Source: an optimization exercise on an open RTL-to-GDS flow (aim: small area, a short achievable clock period and few clock cycles). Production flows keep margins and buffers that such runs may drop.
Function was checked by simulation only, so behaviour that the tests miss may differ from the original.
Power and IR drop assume default switching activity.

--- flow/config.mk ---
export PLATFORM = sky130hd
export DESIGN_NAME = pxcodec
export DESIGN_NICKNAME = pxcodec
export VERILOG_FILES = /design/flow/design.v
export SDC_FILE = /design/flow/constraint.sdc
export NUM_CORES = 4
export LEC_CHECK = 0
export CAP_MARGIN = 20
export CORE_MARGIN = 2
export CORE_UTILIZATION = 30
export CTS_CLUSTER_DIAMETER = 100
export CTS_CLUSTER_SIZE = 20
export SLEW_MARGIN = 20
--- flow/constraint.sdc ---
create_clock -name core_clock -period 16.0 [get_ports {clk}]
set_input_delay 3.2000 -clock core_clock [delete_from_list [all_inputs] [get_ports {clk}]]
set_output_delay 3.2000 -clock core_clock [all_outputs]
set_load 0.01 [all_outputs]
--- flow/design.v ---
module pxcodec (
    input             clk,
    input             rst,
    input             cmd_valid,
    output            cmd_ready,
    input      [31:0] cmd_word,
    input      [63:0] arg0,
    input      [63:0] arg1,
    input      [63:0] arg2,
    input      [63:0] arg3,
    input      [63:0] arg4,
    input      [63:0] arg5,
    input      [63:0] arg6,
    input      [63:0] arg7,
    output reg        done,
    output      [7:0] status,
    output     [63:0] res0,
    output     [63:0] res1,
    output reg        mem_req,
    output reg        mem_we,
    output reg [21:0] mem_addr,
    output     [31:0] mem_wdata,
    output      [3:0] mem_wstrb,
    input             mem_ready,
    input      [31:0] mem_rdata
);
    function [1:0] m3add;             
        input [1:0] a, b;
        begin
            case ({a, b})
            4'd0: m3add = 2'd0;
            4'd1: m3add = 2'd1;
            4'd2: m3add = 2'd2;
            4'd3: m3add = 2'd0;
            4'd4: m3add = 2'd1;
            4'd5: m3add = 2'd2;
            4'd6: m3add = 2'd0;
            4'd7: m3add = 2'd1;
            4'd8: m3add = 2'd2;
            4'd9: m3add = 2'd0;
            4'd10: m3add = 2'd1;
            4'd11: m3add = 2'd2;
            4'd12: m3add = 2'd0;
            4'd13: m3add = 2'd1;
            4'd14: m3add = 2'd2;
            4'd15: m3add = 2'd0;
            endcase
        end
    endfunction
    function m3zero;                  
        input [31:0] x;
        reg   [1:0] a0, a1, a2, a3, a4, a5, a6, a7, b0, b1, b2, b3, c0, c1;
        begin
            a0 = m3add(x[1:0],   x[3:2]);   a1 = m3add(x[5:4],   x[7:6]);
            a2 = m3add(x[9:8],   x[11:10]); a3 = m3add(x[13:12], x[15:14]);
            a4 = m3add(x[17:16], x[19:18]); a5 = m3add(x[21:20], x[23:22]);
            a6 = m3add(x[25:24], x[27:26]); a7 = m3add(x[29:28], x[31:30]);
            b0 = m3add(a0, a1); b1 = m3add(a2, a3); b2 = m3add(a4, a5); b3 = m3add(a6, a7);
            c0 = m3add(b0, b1); c1 = m3add(b2, b3);
            m3zero = (m3add(c0, c1) == 2'd0);
        end
    endfunction
    function [4:0] msb24;             
        input [23:0] x;
        integer i;
        begin
            msb24 = 5'd0;
            for (i = 0; i < 24; i = i + 1)
                if (x[i]) msb24 = i[4:0];
        end
    endfunction
    function [9:0] clipv;             
        input [15:0] v;
        input        c;
        begin
            if (!c)                 clipv = v[9:0];
            else if (v < 16'd4)     clipv = 10'd4;
            else if (v > 16'd1019)  clipv = 10'd1019;
            else                    clipv = v[9:0];
        end
    endfunction
    localparam [2:0] S_IDLE = 3'd0, S_CK = 3'd1, S_RUN = 3'd2, S_ROW = 3'd3, S_END = 3'd4;
    localparam [3:0] P_B3A = 4'd0,  P_B3B = 4'd1,  P_MY = 4'd2,  P_AY = 4'd3,
                     P_CY  = 4'd4,  P_MC  = 4'd5,  P_AC = 4'd6,  P_CU = 4'd7,
                     P_CV  = 4'd8,  P_MP  = 4'd9,  P_AP = 4'd10, P_NP = 4'd11,
                     P_SP  = 4'd12, P_CP  = 4'd13, P_B1 = 4'd14, P_B2 = 4'd15;
    reg [2:0]  state;
    reg        ckon;             
    reg        vrd;              
    reg        walk;             
    reg [15:0] pho;              
    reg        mstart;           
    reg        mb;               
    reg [4:0]  k;
    reg [4:0]  top;              
    reg        words, unpack, clip;
    reg        badop, bad, flt;  
    reg        wz;               
    reg [2:0]  st;               
    reg        rdy;
    reg [23:1] ya, ua, va;       
    reg [22:0] po;               
    reg [1:0]  lo2;              
    reg [21:0] pr;               
    reg [31:1] yp, cp;           
    reg [31:2] sp;               
    reg [31:0] w;                
    reg [23:0] h;                
    reg [22:0] r1;               
    reg [33:0] acc;              
    reg        sat;
    reg        k_mul;            
    reg [10:0] rtop;             
    reg        rlow;             
    reg        k_over, k_negb, k_negf;    
    reg        first;            
    reg        cact;             
    reg        cfst;             
    reg        ymis, umis, vmis;  
    reg        last, c2, c3;     
    reg [13:0] curh;             
    reg        q_rd;             
    reg [3:0]  q_slot;
    reg        q_mis;
    reg        rd_v;             
    reg [3:0]  rd_s;
    reg        rd_m;
    reg [29:0] wd;               
    reg        wl, wh;           
    reg [9:0]  pu0, pu1, pu2, pv0, pv1, pv2, py0, py1, py2, py3, py4, py5;
    assign cmd_ready = rdy;
    assign mem_wdata = {2'b00, wd};
    assign mem_wstrb = {wh, wh, wl, wl};
    assign status    = {5'd0, st};
    assign res0      = {39'd0, po, lo2};
    assign res1      = {41'd0, r1};
    wire op_pp = (cmd_word == 32'h0000_0040);
    wire op_pw = ((cmd_word & 32'hFFFE_FFFF) == 32'h0000_0041);
    wire op_up = (cmd_word == 32'h0000_0042);
    wire op_uw = (cmd_word == 32'h0000_0043);
    wire c_words  = cmd_word[0];
    wire c_unpack = cmd_word[1];
    wire [63:0] in_yb = c_unpack ? (c_words ? arg2 : arg1) : arg0;
    wire [63:0] in_ub = c_unpack ? arg2 : arg1;
    wire [63:0] in_vb = c_unpack ? arg3 : arg2;
    wire [63:0] in_pb = c_unpack ? arg0 : (c_words ? arg2 : arg3);
    wire [63:0] in_yp = c_unpack ? arg5 : arg4;
    wire [63:0] in_cp = c_unpack ? arg6 : arg5;
    wire [63:0] in_sp = c_unpack ? arg4 : arg6;
    wire [31:0] in_w  = c_words ? arg1[31:0] : arg7[31:0];
    wire [31:0] in_h  = arg7[63:32];
    wire a0_h24 = |arg0[63:24], a1_h24 = |arg1[63:24], a2_h24 = |arg2[63:24], a3_h24 = |arg3[63:24];
    wire a4_h32 = |arg4[63:32], a5_h32 = |arg5[63:32], a6_h32 = |arg6[63:32], a1_h32 = |arg1[63:32];
    wire in_bad_plane = (arg7[31:1] == 31'd0) | arg7[0] | (arg7[63:32] == 32'd0) |
                        a4_h32 | a5_h32 | a6_h32 |
                        (c_unpack ? (arg1[0] | arg2[0] | arg3[0] | (|arg0[1:0]) |
                                     arg5[0] | arg6[0] | (|arg4[1:0]))
                                  : (arg0[0] | arg1[0] | arg2[0] | (|arg3[1:0]) |
                                     arg4[0] | arg5[0] | (|arg6[1:0])));
    wire in_bad_words = a1_h32 | arg1[0] |
                        (c_unpack ? (arg2[0] | (|arg0[1:0])) : (arg0[0] | (|arg2[1:0])));
    wire in_basehi    = c_words ? ((a0_h24 | a2_h24) & (arg1[31:0] != 32'd0))
                                : (a0_h24 | a1_h24 | a2_h24 | a3_h24);
    wire in_hbig      = !c_words & ((|arg7[63:56]) | (arg7[55] & (|arg7[54:32])));
    wire        w_m3  = m3zero(w);
    reg         hz;              
    wire [4:0]  h_top = msb24(h);
    wire [4:0]  kk    = (mstart ? top : k) - 5'd1;      
    wire        kdone = mstart ? (top == 5'd0) : (k == 5'd0);
    wire [30:0] wh1   = w[31:1];                  
    wire [29:0] tsrc  = pho[P_SP] ? acc[29:0] : sp[31:2];    
    wire [30:0] mp    = pho[P_MY] ? yp : pho[P_MC] ? cp : {1'b0, sp};
    wire        mbig  = |mp[30:24];
    wire        f_tri = pho[P_B3A] | pho[P_SP];
    wire        f_sub = pho[P_B3B] | pho[P_CP];
    wire        f_mul = pho[P_MY] | pho[P_MC] | pho[P_MP];
    wire        f_add = pho[P_AY] | pho[P_AC] | pho[P_AP];
    wire        f_chk = pho[P_CY] | pho[P_CU] | pho[P_CV];
    wire        in_ck = ckon;
    wire        in_row = !in_ck & (state == S_ROW);
    wire        in_run = !in_ck & !in_row;
    wire        s_mul0 = in_ck & f_mul & !mstart;         
    wire        s_acc  = (in_ck & (f_sub | f_chk | (f_add & !hz))) | in_run;
    wire        s_nacc = in_ck & pho[P_NP];
    wire        s_tri  = in_ck & f_tri;
    wire [33:0] alu_a = ({34{s_mul0}} & {acc[32:0], 1'b0}) |
                        ({34{s_acc}}  & acc) |
                        ({34{s_nacc}} & ~acc) |
                        ({34{s_tri}}  & {5'd0, tsrc[29:2], 1'b0}) |
                        ({34{in_ck & pho[P_B1]}} & {3'd0, yp}) |
                        ({34{in_ck & pho[P_B2]}} & {3'd0, cp}) |
                        ({34{in_row}} & {12'd0, pr});
    wire        s_nw   = in_ck & pho[P_B1];               
    wire        s_nwh  = in_ck & (f_sub | pho[P_B2]);     
    wire [33:0] alu_b = ({34{in_ck & f_mul & mb}} & {10'd0, mp[23:0]}) |
                        ({34{s_tri}} & {6'd0, tsrc[29:2]}) |
                        ({34{in_ck & pho[P_AY]}} & {2'd0, w}) |
                        ({34{in_ck & pho[P_AC]}} & {3'd0, wh1}) |
                        ({34{in_ck & pho[P_AP]}} & {12'd0, pr}) |
                        ({34{in_ck & pho[P_CY]}} & {11'd0, ya}) |
                        ({34{in_ck & pho[P_CU]}} & {11'd0, ua}) |
                        ({34{in_ck & pho[P_CV]}} & {11'd0, va}) |
                        ({34{s_nw}}  & ~{2'd0, w}) |
                        ({34{s_nwh}} & ~{3'd0, wh1}) |
                        ({34{in_ck & pho[P_NP]}} & 34'h0_0040_0000) |
                        ({34{in_row}} & {4'd0, sp}) |
                        ({34{in_run}} & ~34'd5);
    wire        alu_c = in_ck & (f_sub | pho[P_B1] | pho[P_B2] | pho[P_NP]);
    wire [33:0] alu_r  = alu_a + alu_b + {33'd0, alu_c};
    wire        r_neg  = alu_r[33];
    wire        r_over = (|alu_r[33:24]) | (alu_r[23] & (|alu_r[22:0]));    
    wire        hov    = k_mul & (|rtop[10:1]);           
    wire        m_sat  = (mstart ? 1'b0 : (sat | hov)) | (mb & mbig);
    wire        p_flt  = (k_over & ((|rtop[10:1]) | (rtop[0] & rlow))) | (k_negf & rtop[10]);
    wire        p_bad  = k_negb & rtop[10];
    reg  [15:0] pho_nx;
    reg         ph_end;          
    always @(*) begin
        pho_nx = {pho[14:0], 1'b0};
        ph_end = 1'b0;
        if (f_mul & !kdone) pho_nx = pho;
        if (pho[P_B3B]) pho_nx = hz ? (16'd1 << P_AY) : (16'd1 << P_MY);
        if (pho[P_CY])  pho_nx = words ? (16'd1 << P_AP) : hz ? (16'd1 << P_AC) : (16'd1 << P_MC);
        if (pho[P_CV])  pho_nx = hz ? (16'd1 << P_AP) : (16'd1 << P_MP);
        if (pho[P_CP])  ph_end = words;
        if (pho[P_B2])  ph_end = 1'b1;
    end
    wire        v_bad = bad | p_bad | (words & !w_m3);
    wire        v_flt = flt | p_flt;
    wire        v_err = badop | v_bad | v_flt;
    wire        plane = !words;
    wire        cc2   = words | c2;                    
    wire        cc3   = words | c3;                    
    wire        ycar  = ymis & !first;                 
    wire        ucar  = umis & !cfst;
    wire        vcar  = vmis & !cfst;
    function [13:0] enf;
        input       unp, pln, act, yc, uc, vc, ym, um, vm, l, e2, e3;
        reg         ec2, ec3;
        begin
            ec2 = !pln | e2;
            ec3 = !pln | e3;
            enf = 14'd0;
            if (!unp) begin
                enf[0]  = act & !uc;
                enf[1]  = pln & !vc;
                enf[2]  = !yc;
                enf[3]  = act & um & ec2;
                enf[4]  = pln & vm & e2;
                enf[5]  = ym | e2;
                enf[6]  = ym ? e2 : e3;
                enf[7]  = 1'b1;
                enf[8]  = act & !um & ec3;
                enf[9]  = pln & !vm & e3;
                enf[10] = ym & e3;
                enf[11] = 1'b1;
                enf[12] = 1'b1;
                enf[13] = 1'b1;
            end else begin
                enf[0]  = 1'b1;
                enf[1]  = 1'b1;
                enf[2]  = e2;
                enf[3]  = pln & um;
                enf[4]  = act & vm;
                enf[5]  = e3;
                enf[6]  = ym;
                enf[7]  = 1'b1;
                enf[8]  = e2;
                enf[9]  = e3 & (!ym | l);
                enf[10] = pln & (!um | e2);
                enf[11] = pln & !um & e3 & l;
                enf[12] = act & (!vm | ec2);
                enf[13] = act & !vm & ec3 & l;
            end
        end
    endfunction
    function [13:0] lowest;           
        input [13:0] e;
        begin
            lowest = e & (~e + 14'd1);
        end
    endfunction
    reg [3:0] cur;
    integer   ci;
    always @(*) begin
        cur = 4'd0;
        for (ci = 0; ci < 14; ci = ci + 1)
            if (curh[ci]) cur = cur | ci[3:0];
    end
    wire [13:0] en = enf(unpack, plane, cact, ycar, ucar, vcar, ymis, umis, vmis, last, c2, c3);
    wire [13:0] above = en & ~((curh << 1) - 14'd1);
    wire [13:0] nxt   = lowest(above);
    wire        more  = |above;
    wire        g_last = (acc[23:4] == 20'd0) & (acc[3:2] != 2'b11 | acc[1:0] == 2'b00);  
    wire        g_c2   = !(acc[23:4] == 20'd0) | (acc[3:0] >= 4'd10);
    wire        g_c3   = !(acc[23:4] == 20'd0) | (acc[3:0] >= 4'd12);
    wire        g_um   = cact ? !umis : umis;
    wire        g_vm   = cact ? !vmis : vmis;
    wire [13:0] g_cur  = lowest(enf(unpack, plane, 1'b1, ymis, cact & !umis, cact & !vmis,
                                    ymis, g_um, g_vm, g_last, g_c2, g_c3));
    wire        s_um = words | ua[1];
    wire        s_vm = words | va[1];
    wire        s_last = (w[23:3] == 21'd0);
    wire        s_c2   = !s_last | w[2];
    wire        s_c3   = !s_last | (w[2] & w[1]);
    wire        r_ym = ya[1] ^ yp[1];
    wire        r_um = ua[1] ^ cp[1];
    wire        r_vm = va[1] ^ cp[1];
    wire [13:0] r_cur = lowest(enf(unpack, plane, 1'b1, 1'b0, 1'b0, 1'b0, r_ym, r_um, r_vm,
                                   s_last, s_c2, s_c3));
    wire [13:0] s_cur = lowest(enf(unpack, plane, plane, 1'b0, 1'b0, 1'b0, ya[1], s_um, s_vm,
                                   s_last, s_c2, s_c3));
    wire [9:0] d_lo = clipv(mem_rdata[15:0], clip);
    wire [9:0] d_hi = clipv(mem_rdata[31:16], clip);
    wire [9:0] d_f1 = mem_rdata[19:10];
    wire [9:0] d_f2 = mem_rdata[29:20];
    always @(posedge clk) begin
        if (rd_v) begin
            if (unpack) begin
                case (rd_s)
                4'd0: begin pu0 <= d_lo; py0 <= d_f1; pv0 <= d_f2; end
                4'd1: begin py1 <= d_lo; pu1 <= d_f1; py2 <= d_f2; end
                4'd2: begin pv1 <= d_lo; py3 <= d_f1; pu2 <= d_f2; end
                default: begin py4 <= d_lo; pv2 <= d_f1; py5 <= d_f2; end
                endcase
            end else begin
                case (rd_s)
                4'd0: if (rd_m) begin pu0 <= d_hi; if (words) pv0 <= d_hi; end
                      else begin pu0 <= d_lo; pu1 <= d_hi;
                                 if (words) begin pv0 <= d_lo; pv1 <= d_hi; end end
                4'd1: if (rd_m) pv0 <= d_hi; else begin pv0 <= d_lo; pv1 <= d_hi; end
                4'd2: if (rd_m) py0 <= d_hi; else begin py0 <= d_lo; py1 <= d_hi; end
                4'd3: begin pu1 <= d_lo; pu2 <= d_hi; if (words) begin pv1 <= d_lo; pv2 <= d_hi; end end
                4'd4: begin pv1 <= d_lo; pv2 <= d_hi; end
                4'd5: if (rd_m) begin py1 <= d_lo; py2 <= d_hi; end
                      else begin py2 <= d_lo; py3 <= d_hi; end
                4'd6: if (rd_m) begin py3 <= d_lo; py4 <= d_hi; end
                      else begin py4 <= d_lo; py5 <= d_hi; end
                4'd8: begin pu2 <= d_lo; pu0 <= d_hi; if (words) begin pv2 <= d_lo; pv0 <= d_hi; end end
                4'd9: begin pv2 <= d_lo; pv0 <= d_hi; end
                default: begin py5 <= d_lo; py0 <= d_hi; end
                endcase
            end
        end
    end
    wire [13:0] c = curh;
    wire o_pp = unpack ? (c[0] | c[1] | c[2] | c[5]) : (c[7] | c[11] | c[12] | c[13]);
    wire o_pu = unpack ? (c[3] | c[10] | c[11]) : (c[0] | c[3] | c[8]);
    wire o_pv = unpack ? (c[4] | c[12] | c[13]) : (c[1] | c[4] | c[9]);
    wire o_py = unpack ? (c[6] | c[7] | c[8] | c[9]) : (c[2] | c[5] | c[6] | c[10]);
    wire o_wr = unpack ? !o_pp : o_pp;
    wire o_hi = unpack ? ((c[3] & !ucar) | (c[4] & !vcar) | (c[6] & !ycar))
                       : ((c[0] & umis) | (c[1] & vmis) | (c[2] & ymis));
    wire o_two = unpack ?
          ((c[3] & ucar) | (c[4] & vcar) | (c[6] & ycar) |
           (c[7] & (!ymis | c2)) | (c[8] & (!ymis | c3)) | (c[9] & !ymis) |
           (c[10] & (umis ? c3 : c2)) | (c[12] & (vmis ? cc3 : cc2)))
        : ((c[0] & !umis & cc2) | (c[1] & !vmis & c2) | (c[2] & !ymis) |
           (c[3] & cc3) | (c[4] & c3) | (c[5] & (!ymis | c2)) | (c[6] & (!ymis | c3)) |
           ((c[8] | c[9] | c[10]) & !last) | o_pp);
    reg [13:0] o_src;            
    always @(*) begin
        o_src = 14'd0;
        if (!unpack) begin
            if (c[7]) o_src = o_src | 14'b111;
            if (c[11]) begin
                o_src[5] = 1'b1; o_src[2] = o_src[2] | !ymis;
                o_src[3] = o_src[3] | umis; o_src[0] = o_src[0] | !umis;
            end
            if (c[12]) begin
                o_src[4] = o_src[4] | vmis; o_src[1] = o_src[1] | !vmis;
                o_src[6] = o_src[6] | ymis; o_src[5] = o_src[5] | !ymis;
                o_src[3] = o_src[3] | umis;       
                if (words) o_src[0] = o_src[0] | !umis;
            end
            if (c[13]) begin
                o_src[6] = 1'b1; o_src[4] = o_src[4] | vmis; o_src[9] = o_src[9] | !vmis;
                o_src[10] = o_src[10] | ymis;
                if (words) begin o_src[3] = o_src[3] | umis; o_src[8] = o_src[8] | !umis; end
            end
        end else begin
            if (c[3] | c[4] | c[6]) o_src[0] = 1'b1;
            if (c[7])  begin o_src[1] = 1'b1; o_src[0] = o_src[0] | !ymis; end
            if (c[8])  begin o_src[2] = 1'b1; o_src[1] = o_src[1] | !ymis; o_src[5] = o_src[5] | ymis; end
            if (c[9] | c[13]) o_src[5] = 1'b1;
            if (c[10]) begin o_src[1] = 1'b1; o_src[0] = o_src[0] | !umis; o_src[2] = o_src[2] | umis; end
            if (c[11]) o_src[2] = 1'b1;
            if (c[12]) begin o_src[2] = 1'b1; o_src[0] = o_src[0] | !vmis; o_src[5] = o_src[5] | vmis; end
        end
    end
    reg        o_mis;            
    reg [9:0]  o_lo, o_hv;       
    reg [1:0]  o_wk;             
    always @(*) begin
        o_mis = ymis; o_lo = py0; o_hv = py1; o_wk = 2'd0;
        if (!unpack) begin
            case (cur)
            4'd0:  o_mis = umis;
            4'd1:  o_mis = vmis;
            4'd11: o_wk = 2'd1;
            4'd12: o_wk = 2'd2;
            4'd13: o_wk = 2'd3;
            default: ;
            endcase
        end else begin
            case (cur)
            4'd3:  begin o_lo = pu2; o_hv = pu0; end
            4'd4:  begin o_lo = pv2; o_hv = pv0; end
            4'd6:  begin o_lo = py5; o_hv = py0; end
            4'd7:  begin o_lo = ymis ? py1 : py0; o_hv = ymis ? py2 : py1; end
            4'd8:  begin o_lo = ymis ? py3 : py2; o_hv = ymis ? py4 : py3; end
            4'd9:  begin o_lo = ymis ? py5 : py4; o_hv = py5; end
            4'd10: begin o_lo = umis ? pu1 : pu0; o_hv = umis ? pu2 : pu1; end
            4'd11: begin o_lo = pu2; o_hv = pu2; end
            4'd12: begin o_lo = vmis ? pv1 : pv0; o_hv = vmis ? pv2 : pv1; end
            4'd13: begin o_lo = pv2; o_hv = pv2; end
            default: ;
            endcase
        end
    end
    wire [9:0]  u2f = (rd_v & (rd_s == 4'd8)) ? d_lo : pu2;
    reg  [29:0] pw;
    always @(*) begin
        case (o_wk)
        2'd0: pw = {cact ? pv0 : 10'd0, py0, cact ? pu0 : 10'd0};
        2'd1: pw = {c2 ? py2 : 10'd0, (cact & cc2) ? pu1 : 10'd0, py1};
        2'd2: pw = {(cact & cc3) ? u2f : 10'd0, c2 ? py3 : 10'd0, (cact & cc2) ? pv1 : 10'd0};
        default: pw = {c3 ? py5 : 10'd0, (cact & cc3) ? pv2 : 10'd0, c3 ? py4 : 10'd0};
        endcase
    end
    wire [23:1] o_ptr  = ({23{o_py}} & ya) | ({23{o_pu}} & ua) | ({23{o_pv}} & va);
    wire [21:0] p_addr = pr + po[21:0];
    wire stall = (mem_req & q_rd & o_src[q_slot]) | (rd_v & o_src[rd_s]);
    wire adv   = !mem_req | mem_ready;
    wire w_ok  = !ckon & (!vrd | !v_err);      
    wire go    = (state == S_RUN) & !stall & (!o_wr | w_ok) & !(vrd & v_err);
    wire issue = go & adv;
    wire [1:0]  o_inc  = o_two ? 2'd2 : 2'd1;                
    wire        rowadd = (state == S_ROW);
    wire [22:0] ya_r = ya + yp[23:1];
    wire [22:0] ua_r = ua + cp[23:1];
    wire [22:0] va_r = va + cp[23:1];
    wire [22:0] ya_i = ya + {21'd0, o_inc};
    wire [22:0] ua_i = ua + {21'd0, o_inc};
    wire [22:0] va_i = va + {21'd0, o_inc};
    wire [22:0] ya_n = rowadd ? ya_r : ya_i;
    wire [22:0] ua_n = rowadd ? ua_r : ua_i;
    wire [22:0] va_n = rowadd ? va_r : va_i;
    wire [1:0]  po_inc = (o_pp ? 2'd1 : 2'd0) +
                         ((!more & unpack & !c3) ? (c2 ? 2'd1 : 2'd2) : 2'd0);
    wire [22:0] po_n = po + {21'd0, po_inc};
    wire [23:0] h_dec = h - 24'd1;
    always @(posedge clk) begin
        if (rst) begin
            state   <= S_IDLE;
            ckon    <= 1'b0;
            vrd     <= 1'b0;
            rdy     <= 1'b1;
            done    <= 1'b0;
            rd_v    <= 1'b0;
            mem_req <= 1'b0;
        end else begin
            done <= 1'b0;
            rd_v <= mem_req & !mem_we & mem_ready;
            rd_s <= q_slot;
            rd_m <= q_mis;
            if (issue) begin
                mem_req  <= 1'b1;
                mem_we   <= o_wr;
                mem_addr <= o_pp ? p_addr : o_ptr[23:2];
                wd       <= unpack ? {4'd0, o_hv, 6'd0, o_lo} : pw;
                wl       <= !o_hi;
                wh       <= o_hi | o_two;
                q_rd     <= !o_wr;
                q_slot   <= cur;
                q_mis    <= o_mis;
            end else if (adv) begin
                mem_req  <= 1'b0;
            end
            if ((issue & o_py) | rowadd) ya <= ya_n;
            if ((issue & o_pu) | rowadd) ua <= ua_n;
            if ((issue & o_pv) | rowadd) va <= va_n;
            if (issue) po <= po_n;
            if (ckon) begin
                pho <= pho_nx;
                if (pho[P_B3A]) begin h <= h_dec; hz <= (h_dec == 24'd0); end
                if (pho[P_B3B]) top <= h_top;
                if (f_tri | f_mul | f_add | pho[P_NP]) acc <= alu_r;
                rtop   <= alu_r[33:23];
                rlow   <= |alu_r[22:0];
                k_over <= f_chk;
                k_negb <= (f_sub & !pho[P_CP]) | pho[P_B1] | pho[P_B2];
                k_negf <= pho[P_CP] | pho[P_NP];
                if (p_flt) flt <= 1'b1;
                if (p_bad) bad <= 1'b1;
                k_mul <= f_mul;
                if (f_add & !hz) sat <= sat | hov;
                if (f_mul) begin
                    sat    <= m_sat;
                    mstart <= 1'b0;
                    k      <= kk;
                    mb     <= h[kk];
                end
                if (f_add & hz) sat <= 1'b0;
                if ((f_chk | pho[P_NP]) & sat) flt <= 1'b1;
                if (pho[P_B1]) yp[23:1] <= alu_r[22:0];
                if (pho[P_B2]) cp[23:1] <= alu_r[22:0];
                if (pho[P_CY] | pho[P_CV]) begin mstart <= 1'b1; mb <= 1'b1; end
                if (ph_end) begin
                    ckon <= 1'b0;
                    vrd  <= 1'b1;
                    pho  <= 16'd0;
                end
                if (pho[P_AP] && !(badop | bad | flt | p_bad | p_flt | wz)) begin
                    walk  <= 1'b1;
                    state <= S_RUN;
                    curh  <= s_cur;
                    last  <= s_last;
                    c2    <= s_c2;
                    c3    <= s_c3;
                    first <= 1'b1;
                    cfst  <= 1'b1;
                    cact  <= !words;
                    ymis  <= ya[1];
                    umis  <= s_um;
                    vmis  <= s_vm;
                    if (words) begin
                        ua <= 23'd3;
                        va <= 23'd3;
                    end
                end
            end
            case (state)
            S_IDLE: begin
                if (cmd_valid) begin
                    words  <= c_words;
                    unpack <= c_unpack;
                    clip   <= op_pp | (op_pw & cmd_word[16]);
                    badop  <= !(op_pp | op_pw | op_up | op_uw);
                    bad    <= c_words ? in_bad_words : in_bad_plane;
                    flt    <= in_basehi | in_hbig;
                    wz     <= (in_w == 32'd0);
                    ya <= in_yb[23:1];
                    ua <= in_ub[23:1];
                    va <= in_vb[23:1];
                    pr <= in_pb[23:2];
                    po <= 23'd0;
                    lo2 <= 2'd0;
                    yp <= in_yp[31:1];
                    cp <= in_cp[31:1];
                    sp <= in_sp[31:2];
                    w  <= in_w;
                    h  <= c_words ? 24'd0 : in_h[23:0];
                    hz <= c_words;
                    r1 <= c_words ? 23'd0 : in_h[22:0];
                    mstart <= 1'b1;
                    mb     <= 1'b1;
                    ckon   <= 1'b1;
                    vrd    <= 1'b0;
                    walk   <= 1'b0;
                    k_mul  <= 1'b0;
                    k_over <= 1'b0;
                    k_negb <= 1'b0;
                    k_negf <= 1'b0;
                    pho    <= c_words ? (16'd1 << P_AY) : (16'd1 << P_B3A);
                    rdy    <= 1'b0;
                    state  <= S_CK;
                end
            end
            S_CK: ;
            S_RUN: begin
                if (issue) begin
                    if (more) begin
                        curh <= nxt;
                    end else if (!last) begin
                        curh  <= g_cur;
                        last  <= g_last;
                        c2    <= g_c2;
                        c3    <= g_c3;
                        acc   <= alu_r;
                        first <= 1'b0;
                        cact  <= 1'b1;
                        if (cact) begin
                            cfst <= 1'b0;
                            umis <= !umis;
                            vmis <= !vmis;
                        end
                    end else if (hz) begin
                        state <= S_END;
                    end else begin
                        state <= S_ROW;
                    end
                end
            end
            S_ROW: begin
                pr <= alu_r[21:0];
                po <= 23'd0;
                h  <= h_dec;
                hz <= (h_dec == 24'd0);
                ymis  <= r_ym;
                umis  <= r_um;
                vmis  <= r_vm;
                curh  <= r_cur;
                last  <= s_last;
                c2    <= s_c2;
                c3    <= s_c3;
                first <= 1'b1;
                cfst  <= 1'b1;
                acc   <= {10'd0, w[23:0]};
                state <= S_RUN;
            end
            S_END: begin
                if (adv) begin
                    done  <= 1'b1;
                    rdy   <= 1'b1;
                    state <= S_IDLE;
                    if (words & unpack) begin
                        po  <= w[24:2];
                        lo2 <= w[1:0];
                    end
                end
            end
            default: state <= S_IDLE;
            endcase
            if (vrd) begin
                vrd <= 1'b0;
                st  <= badop ? 3'b001 : v_bad ? 3'b011 : v_flt ? 3'b110 : 3'b000;
                if (v_err) begin
                    r1 <= 23'd0; po <= 23'd0; lo2 <= 2'd0;
                    mem_req <= 1'b0;
                    done <= 1'b1; rdy <= 1'b1; state <= S_IDLE;
                end else if (!walk) begin
                    done <= 1'b1; rdy <= 1'b1; state <= S_IDLE;
                end else begin
                    acc <= {10'd0, w[23:0]};
                end
            end
        end
    end
endmodule
--- flow/flow/run.sh ---
#!/bin/bash
# The standard layout (the standard.sh, all steps) with two repair settings changed:
#  - setup repair aims at a 5 ns path (slack 11 ns against the 16 ns clock) instead of
#    stopping once paths fit the clock;
#  - the port buffers (one on every input and output, as in the standard flow) are
#    sky130_fd_sc_hd__buf_1 instead of the resizer's default delay-cell buffer.
# The clock, the constraints and the steps are the standard flow's.
set -euo pipefail
export SETUP_SLACK_MARGIN=11
export BUFFER_PORTS_ARGS="-buffer_cell sky130_fd_sc_hd__buf_1"
bash standard.sh > standard_flow.log 2>&1
--- flow/standard.sh ---
#!/bin/bash
# synth_recipe.tcl (not shown) runs the flow's synth.tcl, then flattens the netlist and writes it again
# the make line also repeats each setting of config.mk as NAME=value (left out here)
make -C /OpenROAD-flow-scripts/flow DESIGN_CONFIG=/design/flow/config.mk WORK_HOME=/design/flow/orfs CLKGATE_MAP_FILE= SYNTH_SCRIPT=/design/flow/synth_recipe.tcl "${@:-finish}"
==> results.txt, run 1 <==
most common cell after layout, fill and taps aside=buf_1; Final Max Tran Viols=0; Ys Warns=1; nature of the critical path endpoint=register; Setup CP Type=in2reg; power density cells=82.0 nW/um^2; Die Y=408 um; Clock Path Buffers=3; Die W=between 400 and 500 um; uppermost layer routed=met5; synthesized flop and latch total=612; clk root buf=clkbuf_16; number of I/O pins=778; post-synth cell types=about 110; hold_buf cts=0; filler cell count=16900; GRT Total Usage=~29%; DR WL met3=30000 um; Core ar.=roughly 160000 sq um; Port Buffers=690; CP max stage cell=o21ai_0; leakage=0.0207 uW; Pre-Repair DR Iteration Count=9; Hold Fails Final Rpt=0; cell depth of the worst flop-to-flop path=18; Skew-Pair Late Insertion Delay=approximately 0.7 ns; crit path time final=5.06 ns; outcome=no timing/DRC/antenna violations; Met1 Routed Length=90300 um; CP Launch Type=input pin; hold crit path type=reg2reg; layout overhead on the synthesized area=16.9%; min-delay src=q_mis$_DFFE_PP_; Hold Path Stages=0; CTS sink cnt=~610; Final Setup Violations=0; Final #Nets=6882; crit path from=cmd_word[0]; starting density of the core=30.1%; DRC=0; Routed WL=258000 um; Clock transition at path regs=0.10 ns; global placement routability congestion=between 1 and 1.5; EDFF count, synth=587; RSZ-0062 raised after global routing=true; Slew @ Worst Pin=around 1.3 ns; Avg Inst Size Synth=8.75 sq um; ys async rst share=0%; DRT iter0 DRCs=around 7300; largest net degree at the start of global routing=96; vias in the first global route=between 40000 and 50000; Max-Cap Viols=0; worst vdd ir=74.3 uV; FP Rows=~150; first-pass GRT wire length=approximately 350000 um; total grt overflow=0; post-detail-place hpwl=between 150000 and 200000 um; post-route setup TNS=0 ns; drt wl/cell=30.9 um; initial antenna violation count=40; Worst EP required=16.53 ns; met2 WL post-DR=114000 um; share of layout cells above drive strength 1=9.83%; number of buffers created by CTS=43; commonest cells after routing, fill and taps aside=buf_1, edfxtp_1, nand2_1; Critical R2R Launch=pho[2]$_DFFE_PN_; die area=166000 sq um; final worst-path cycle share=31.6%; WP data arrival=5.58 ns; Worst Slack Setup Final=about 11 ns; CTS tree=yes; Mapped Area=48900 sq um; routed vias/inst=between 6 and 7; dpl cell area=53500 sq um; Post-Syn Instances=approximately 5600; # H-tree levels=2; ys flop type=edfxtp_1; Max-Slew Margin vs Limit=14.2%; Critical Path, Cell by Cell=clkbuf_4, buf_4, mux2i_1, o21ai_0, nand2_1, o21ai_0; via count=51300; final instance area=57200 sq um; ANT nets after route=0; FMAX=between 0.15 and 0.2 GHz; crit-path max cell delay=1.00 ns; clock skew=0.0678 ns; sequential-to-total area share from yosys stat=37.0%; worst-path maximum fanout=33; most frequent CP cell=o21ai_0; Setup WS pre-CTS=8.81 ns
-- power by group --
group          internal (uW)  total (uW)  leakage, uW  switching (uW)
clock network            565        1270     0.000676             702
registers               1880        2040      0.00573             157
logic                    515        1390       0.0143             871
total                   2960        4690       0.0207            1730
-- path summary, 6_finish.rpt --
kind              slack [ns]           endpoint
hold reg to reg         0.44     rd_m$_DFFE_PN_
setup reg to reg       11.05  acc[33]$_DFFE_PN_
setup / recovery       10.94    pr[2]$_DFFE_PP_
hold / removal          0.44     rd_m$_DFFE_PN_
-- worst max-delay path, delay by kind of cell --
family	cells	cell delay (ns)
simple gates	1	0.13
buf+inv	2	0.89
mux	1	0.16
compound gates	2	1.12
-- area by class of cell --
cell class | instances | area [sq um] | area share (%)
Tap cell | 2175 | 2720 | 4.76
Inverter | 161 | 632 | 1.10
Clock buffer | 54 | 1160 | 2.02
Timing Repair Buffer | 909 | 4960 | 8.67
Sequential cell | 612 | 18100 | 31.7
Multi-Input combinational cell | 4407 | 29300 | 51.3
Clock inverter | 20 | 235 | 0.411
Antenna cell | 22 | 55.1 | 0.0962
-- through the flow --
stage          cells  power, uW  utilization (%)  hold slack, ns
2_1_floorplan   5680       2810                -           0.400
3_3_place_gp    8143       3260             32.9           0.433
5_1_grt         8353       4830             35.2           0.452
3_5_place_dp    8143       3280             32.9           0.417
6_report        8360       4690             35.2           0.440
4_1_cts         8262       4580             34.5           0.439
-- repair_timing --
action | in CTS | in global routing
gates resized for setup | 128 | 120
pin swaps | 15 | 44
endpoints found under the hold margin | 0 | 0
cloned | 12 | 10
setup endpoints to repair | 320 | 170
buffers inserted | 33 | 64
-- flip-flops by register name (all words and copies together), names as in the netlist, 24 cells and up, named ones only --
name / flops
yp: 31
w: 32
cp: 31
wd: 30
h: 24
acc: 34
sp: 30
-- cell families (layout without fill, tap and decap cells) --
family	after synthesis	after routing	synth area share [%]
fa+ha+maj	168	168	4.40
other cells	1	109	0.00766
buf+inv	666	1144	5.92
mux	391	391	8.33
simple gates	1792	1795	17.3
xor+xnor	160	160	2.86
flops	612	612	37.0
compound gates	1804	1806	24.2
-- synthesized netlist by cell type, drive strengths merged, types with 47 or more instances --
master / count / share of area [%]
a21oi: 471 / 4.8
edfxtp: 587 / 36
a221o: 64 / 1.3
mux2i: 316 / 6.5
a211oi: 123 / 1.9
xnor2: 93 / 1.7
nand2b: 47 / 0.60
nor2: 551 / 4.2
ha: 161 / 4.1
a221oi: 61 / 1.1
xor2: 67 / 1.2
nand3: 85 / 0.87
a31oi: 50 / 0.64
mux2: 69 / 1.6
a22oi: 108 / 1.7
buf: 165 / 2.1
o21ai: 429 / 4.4
inv: 158 / 1.2
a21o: 49 / 0.75
nand2: 547 / 4.2
nand4: 60 / 0.77
nor3: 89 / 0.97
clkbuf: 340 / 2.6
o22ai: 70 / 0.89
nor4: 142 / 1.9
nor2b: 58 / 0.74
and3: 70 / 0.90
-- per-layer routing --
metal	up-vias	track usage, %
li1	22200	-
met5	-	0
met2	3596	46.0
met3	888	7.39
met1	24600	33.4
met4	12	20.6
Testbench counts, summed over its fixed seeds: cycles 19,751.
==> run 2, diff against run 1 <==
==> flow/flow/run.sh (replaced) <==
#!/bin/bash
# The standard layout (the standard.sh, all steps) with two repair settings changed:
#  - setup repair aims at a 4.75 ns path (slack 11.25 ns against the 16 ns clock) instead of
#    stopping once paths fit the clock;
#  - the port buffers (one on every input and output, as in the standard flow) are
#    sky130_fd_sc_hd__buf_1 instead of the resizer's default delay-cell buffer.
# The clock, the constraints and the steps are the standard flow's.
set -euo pipefail
export SETUP_SLACK_MARGIN=11.25
export BUFFER_PORTS_ARGS="-buffer_cell sky130_fd_sc_hd__buf_1"
bash standard.sh > standard_flow.log 2>&1
--- a/flow/config.mk
+++ b/flow/config.mk
@@ -9,5 +9,5 @@
 export CORE_MARGIN = 2
 export CORE_UTILIZATION = 30
-export CTS_CLUSTER_DIAMETER = 100
-export CTS_CLUSTER_SIZE = 20
+export CTS_CLUSTER_DIAMETER = 120
+export CTS_CLUSTER_SIZE = 24
 export SLEW_MARGIN = 20
==> results.txt, run 2 <==
worst-path maximum fanout=42 (+27%); first-pass GRT wire length=347000 um (-0.62%); Clock transition at path regs=0.10 ns (about the same); Mapped Area=48900 sq um (unchanged); reg2reg end=acc[33]$_DFFE_PN_; drt wl/cell=30.4 um (-1.4%); Post-Syn Instances=5594 (unchanged); RSZ-0062 raised after global routing=true; Routed WL=256000 um (-0.73%); dpl cell area=53600 sq um (+0.28%); routed vias/inst=6.17 (+0.68%); Clock Path Buffers=3 (unchanged); Final #Nets=6950 (+0.99%); hold crit path type=reg2reg; nature of the critical path endpoint=register; GRT Total Usage=28.5% (-0.28 points); DRC=0 (unchanged); cell taking the most area after synthesis=edfxtp_1; ys async rst share=0% (unchanged); DRT iter0 DRCs=7413 (+1.2%); Final Setup Violations=0 (unchanged); Pre-Repair DR Iteration Count=11 (+2); max reg flops=34 (unchanged); Hold Path Stages=0 (unchanged); Max-Slew Margin vs Limit=19.3% (+5.1 points); post-synth cell types=106 (unchanged); Port Buffers=690 (unchanged); ys flop type=edfxtp_1; Core ar.=162000 sq um (unchanged); clock skew=0.0859 ns (+0.0181 ns); Slew @ Worst Pin=1.20 ns (-0.0692 ns); share of layout cells above drive strength 1=12.6% (+2.8 points); largest net degree at the start of global routing=139 (+45%); outcome=no timing/DRC/antenna violations; final worst-path cycle share=30.0% (-1.6 points); synth top area cells=edfxtp_1, mux2i_1, a21oi_1; hold endpoint=rd_m$_DFFE_PN_; Worst EP required=16.53 ns (about the same); Final Max Tran Viols=0 (unchanged); top cells by count, synth=edfxtp_1, nor2_1, nand2_1; CTS tree=yes; die area=166000 sq um (unchanged); final instance area=58500 sq um (+2.3%); min-delay src=q_mis$_DFFE_PP_; total grt overflow=0 (unchanged); top-count cell post-synth=edfxtp_1; vias in the first global route=47500 (+0.60%); Setup WS pre-CTS=9.24 ns (+0.434 ns); clk root buf=clkbuf_16; FMAX=0.208 GHz (+5.4%); number of I/O pins=778 (unchanged); post-route setup TNS=0 ns (unchanged); CP Launch Type=input pin; total power=4580 uW (-2.5%); starting density of the core=30.1% (unchanged); Critical R2R Launch=pho[4]$_DFFE_PN_; post-detail-place hpwl=182000 um (-2.4%); Hold Fails Final Rpt=0 (unchanged); Die W=408 um (unchanged); ANT nets after route=0 (unchanged); hold_buf cts=0 (unchanged); Worst Slack Setup Final=11.20 ns (+0.258 ns); EDFF count, synth=587 (unchanged); CTS sink cnt=612 (unchanged); synthesized flop and latch total=612 (unchanged); leakage=0.0213 uW (+2.7%); crit path time final=4.80 ns (-0.258 ns); cell depth of the worst flop-to-flop path=15 (-3); worst vdd ir=73.0 uV (-1.7%); Largest regs=acc (34), w (32); FP Rows=148 (unchanged); commonest cells after routing, fill and taps aside=buf_1, edfxtp_1, nand2_1; Avg Inst Size Synth=8.75 sq um (unchanged); power density cells=78.2 nW/um^2 (-4.6%); Fin Hold WS=0.437 ns (-0.00318 ns); Setup CP Type=in2reg; Max-Cap Viols=0 (unchanged); WP data arrival=5.33 ns (-0.25 ns); number of buffers created by CTS=35 (-19%); layout overhead on the synthesized area=19.6%; Skew-Pair Late Insertion Delay=0.70 ns (about the same); initial antenna violation count=41 (+2.5%); filler cell count=16700 (-0.68%); global placement routability congestion=1.00 (-4.1%); Ys Warns=1 (unchanged); most common cell after layout, fill and taps aside=buf_1; via count=52000 (+1.4%); Synth top area share=36.0% (unchanged); R2R setup slack=11.24 ns (+0.19 ns); sequential-to-total area share from yosys stat=37.0% (unchanged); Die Y=408 um (unchanged); # H-tree levels=2 (unchanged); Top reg by flops=acc
[run 2: cell families (layout without fill, tap and decap cells)]
group | after synthesis | in the layout | synth area share [%]
AOI/OAI and AO/OA | 1804 | 1805 | 24.2
and+or+nand+nor | 1792 | 1799 | 17.3
buffers and inverters | 666 | 1204 | 5.92
DFF | 612 | 612 | 37.0
muxes | 391 | 391 | 8.33
adders and majority gates | 168 | 168 | 4.40
xor gates and xnor gates | 160 | 160 | 2.86
other | 1 | 106 | 0.00766
[run 2: worst max-delay path by stage]
stage	startpoint	endpoint	slack (ns)	depth (start not counted)
3_3_place_gp	cmd_valid	register	9.28	11
5_1_grt	ckon$_SDFF_PP0_	acc[33]$_DFFE_PN_	11.16	16
2_1_floorplan	rst	register	7.07	11
6_report	cmd_valid	ua[23]$_DFFE_PN_	11.20	9
3_5_place_dp	cmd_valid	register	9.24	11
4_1_cts	pho[2]$_DFFE_PN_	acc[30]$_DFFE_PN_	11.20	17
[run 2: power breakdown]
part           total (uW)  internal [uW]  switching (uW)
registers            2040           1880             154
logic                1440            541             894
clock network        1110            448             657
total                4580           2870            1710
[run 2: critical path: stages]
cell and delay, ns:
buf_1 0.10, nor2b_4 0.13, buf_4 0.15, nand2_8 0.27, buf_16 0.32, nand2_1 0.11
buf_6 0.21, or4_1 0.59, o211ai_1 0.11
[run 2: what timing repair did]
| action | 4_1_cts | 5_1_grt |
|---|---|---|
| resized for setup | 214 | 197 |
| pin swaps | 43 | 94 |
| endpoints found under the setup margin | 546 | 284 |
| endpoints found under the hold margin | 0 | 0 |
| gates cloned | 16 | 15 |
| setup buffers | 77 | 101 |
[run 2: metrics by stage]
stage,utilization [%],instances
finish,36.0,8420
global route,36.0,8417
CTS,34.8,8285
detailed placement,33.0,8131
global placement,33.0,8129
floorplan,-,5680
[run 2: routing by layer]
metal  vias up  part of all wire [%]  global-route usage [%]
met5         -                 0.084                       0
met4        22                   8.8                    19.3
li1      22300                     -                       -
met2      3896                    45                    46.6
met3       966                    12                    7.19
met1     24800                    34                    32.7
[run 2: cell type report]
cell class              count  area (sq um)  share of cell area, %
multi-input cells        4410         29900                   51.1
diodes                     19          47.5                 0.0812
inverters                 161           642                   1.10
clock inverters            15           208                  0.355
well taps                2175          2720                   4.65
flip-flops and latches    612         18100                   31.0
clock buffers              46           917                   1.57
repair buffers            981          5910                   10.1
repair inverters            1          8.76                 0.0150

port drivers added, routing unchanged:
The results above use ideal ports. As a check the final layouts listed here were re-extracted and re-timed, cells and wires unchanged. Step 1 assumes that a clkbuf_16 drives the clock port and a buf_2 every other input. Step 2 times the ports against the registers' clock, not the clock port: input delays grow and output delays shrink by t, the midpoint of the rising clock arrivals with the driver on. Slacks: ideal / step 1 / step 2; pairs: ideal / step 1.
run | t, ns | setup WS [ns] | worst setup path after step 2 | latest minus earliest clock arrival (ns)
run 1 | 0.750 | 10.944 / 10.990 / 10.239 | input to register | 0.068 / 0.067
run 2 | 0.735 | 11.202 / 11.183 / 10.489 | input to register | 0.086 / 0.086
After both steps every run listed still meets setup and hold. The setup slack of run 2, which loses most, moves by -0.019 ns with the drivers and by -0.713 ns with both steps.
